Background: an optimization exercise with open tools, aiming at small area, a short achievable clock period and few clock cycles. Do not read the settings as production practice.
In this exercise RTL edits were held to simulation tests only and were not proved equivalent to the original.
No activity file was given, so power comes from the tool's default toggle rates.

## north
Design mexp_core, start of the top module:
module mexp_core #(
    parameter W = 128
) (
    input  wire         clk,
    input  wire         rst,
    input  wire         start,
    input  wire [3:0]   cmd,
    input  wire [W-1:0] a,
    input  wire [W-1:0] b,
    input  wire [W-1:0] e,
    input  wire [W-1:0] n,
    output reg          busy,
    output reg          done,
    output wire [W-1:0] res,
    output reg  [2:0]   errcode
);
    localparam CMD_NOP      = 4'd0;
    localparam CMD_MODEXP   = 4'd1;
    localparam CMD_MODMUL   = 4'd2;
    localparam CMD_MONTMUL  = 4'd3;
    localparam CMD_TOMONT   = 4'd4;
    localparam CMD_FROMMONT = 4'd5;
    localparam ERR_NONE          = 3'd0;
    localparam ERR_BAD_CMD       = 3'd1;
    localparam ERR_MOD_ZERO      = 3'd2;
    localparam ERR_EVEN_MOD      = 3'd3;
    localparam ERR_OPERAND_RANGE = 3'd4;
    localparam PH_IDLE = 5'd0;
    localparam PH_CHK  = 5'd1;    
    localparam PH_NORM = 5'd2;    
    localparam PH_PRE  = 5'd3;    
    localparam PH_ITER = 5'd4;    
    localparam PH_CPA  = 5'd5;    
    localparam PH_COPY = 5'd6;    
    localparam PH_DEC  = 5'd7;    
    localparam PH_CMP  = 5'd8;    
    localparam PH_CMP2 = 5'd9;    
    localparam PH_CMP3 = 5'd10;   
    localparam PH_NRM  = 5'd11;   
    localparam PH_NRM2 = 5'd12;   
    localparam PH_NRM3 = 5'd13;   
    localparam PH_F1   = 5'd14;   
    localparam PH_M1   = 5'd15;   
    localparam PH_M2   = 5'd16;   
  ...
==> flow/config.mk <==
export PLATFORM = sky130hd
export DESIGN_NAME = mexp_core
export DESIGN_NICKNAME = mexp_core
export VERILOG_FILES = /design/flow/design.v
export SDC_FILE = /design/flow/constraint.sdc
export NUM_CORES = 4
export LEC_CHECK = 0
export CAP_MARGIN = 20
export CORE_MARGIN = 2
export CORE_UTILIZATION = 55
export PLACE_DENSITY = 0.7
export SLEW_MARGIN = 20
==> flow/constraint.sdc <==
create_clock -name core_clock -period 12.0 [get_ports {clk}]
set_input_delay 2.4000 -clock core_clock [delete_from_list [all_inputs] [get_ports {clk}]]
set_output_delay 2.4000 -clock core_clock [all_outputs]
set_load 0.01 [all_outputs]
standard.sh (not shown) runs the stock make flow with config.mk's settings and CLKGATE_MAP_FILE= SYNTH_SCRIPT=/design/flow/synth_recipe.tcl, a recipe that flattens the netlist after the stock synthesis.
==> flow/flow/run.sh <==
#!/bin/bash
# Layout flow: the standard layout (standard.sh, unchanged synthesis),
# with two changes to how the layout is made:
#  - the port buffers that ORFS inserts are buf_4 cells instead of the
#    default delay buffers;
#  - repair_timing (after CTS and after global routing) works until the
#    setup slack is 8 ns, so it sizes up the slow gates of the datapath.
# The clock period, the SDC and the design are the standard flow's.
# make's full output goes to flow_make.log in the work folder.
set -euo pipefail
export BUFFER_PORTS_ARGS="-buffer_cell sky130_fd_sc_hd__buf_4"
export SETUP_SLACK_MARGIN=8
bash standard.sh finish > flow_make.log 2>&1
Testbench counts of north, summed over its fixed seeds: cycles 761,199.
Here is what was changed in the inputs of south compared with north.
--- a/flow/design.v
+++ b/flow/design.v
@@ -216,45 +216,25 @@
     always @(posedge clk) begin
         {d0, d1, d2, dn} <= {n_d0, n_d1, n_d2, n_dn};
         {qa, qb, qc, qn} <= {n_qa, n_qb, n_qc, n_qn};
         {h1, p1x, v1} <= n_k1;
         {h2, p2x, v2} <= n_k2;
         rpy <= n_rpy;
         nz_r <= n_zero;
         n1_r <= n_one;
         nqv <= n_nq;
         if (!iter)
             yhi <= Ye[130:120];
     end
-    reg  [SW-1:0] cg, cp, cgo, cpo, cpa;
-    integer lv, bi;
-    always @* begin
-        cg  = S & C;
-        cp  = S ^ C;
-        cgo = cg;
-        cpo = cp;
-        for (bi = 1; bi < SW; bi = bi + 2) begin
-            cgo[bi] = cg[bi] | (cp[bi] & cg[bi - 1]);
-            cpo[bi] = cp[bi] & cp[bi - 1];
-        end
-        for (lv = 1; lv < 8; lv = lv + 1)
-            for (bi = SW - 1; bi >= 1; bi = bi - 2)
-                if (bi - 2 ** lv >= 1) begin
-                    cgo[bi] = cgo[bi] | (cpo[bi] & cgo[bi - 2 ** lv]);
-                    cpo[bi] = cpo[bi] & cpo[bi - 2 ** lv];
-                end
-        for (bi = 2; bi < SW; bi = bi + 2)
-            cgo[bi] = cg[bi] | (cp[bi] & cgo[bi - 1]);
-        cpa = cp ^ {cgo[SW-2:0], 1'b0};
-    end
+    wire [SW-1:0] cpa  = S + C;
     wire [VW-1:0] cpav = cpa[VW:1];
     wire          cneg = cpa[SW-1];
     wire          subn = ~X[VW-1] | f_cmpl;
     wire [SW-1:0] NNd  = {{(SW-W-1){1'b0}}, NN, 1'b0};
     integer g;
     always @(posedge clk) begin
         for (g = 0; g < 32; g = g + 1)
             eg[g] <= e[4*g + kp[1:0]];
         kp1  <= kp;
         ebit <= eg[kp1[6:2]];
         kp2  <= kp1;
     end
Of north and south, north shows the lower total wire length after detailed routing, with south above it. | combinational group share of total power | south vs north | 4.7 points higher |. Clock tree skew after final layout ended up 14 ps lower on south than on north. Going from north to south, required time of the worst setup path saw an increase, worst slew margin relative to its limit saw a decrease. Delta(count of non-CTS buffers in the layout, south - north) < 0. The post-layout worst setup margin in south sits 340 ps above the value recorded for north. Re post-synthesis compound-gate area fraction: north was lower than south. From north to south the numbers moved as follows: share of the synthesized netlist area taken by xor and xnor gates went up; wire length on met3 went up; row count went up; mapped cell area went up. The share of cell area taken by flip-flops and latches of south and that of north are within noise of each other.
Testbench counts of south, summed over its fixed seeds: cycles 761,199.

-- what the ideal ports hide --
The results above use ideal ports. As a check the final layouts listed here were re-extracted and re-timed, cells and wires unchanged. Step 1, drivers: a clkbuf_16 drives clk and a buf_2 each remaining input, both assumed. Step 2 adds t to the input delays and takes it off the output delays; t is the mean of the earliest and latest rising clock arrival at the registers after step 1. Input paths then give back, and output paths get back, about the clock's delay inside the block. a / b / c = ideal / step 1 / step 2; a / b = the first two.
| run | t, ns | setup slack, ns | worst setup path at the end |
|---|---|---|---|
| north | 0.813 | 7.614 / 7.614 / 7.330 | input to register |
| south | 0.823 | 7.951 / 7.906 / 7.380 | input to register |
After both steps every run listed still meets setup and hold. The setup slack of south, which loses most, moves by -0.045 ns with the drivers and by -0.571 ns with both steps.
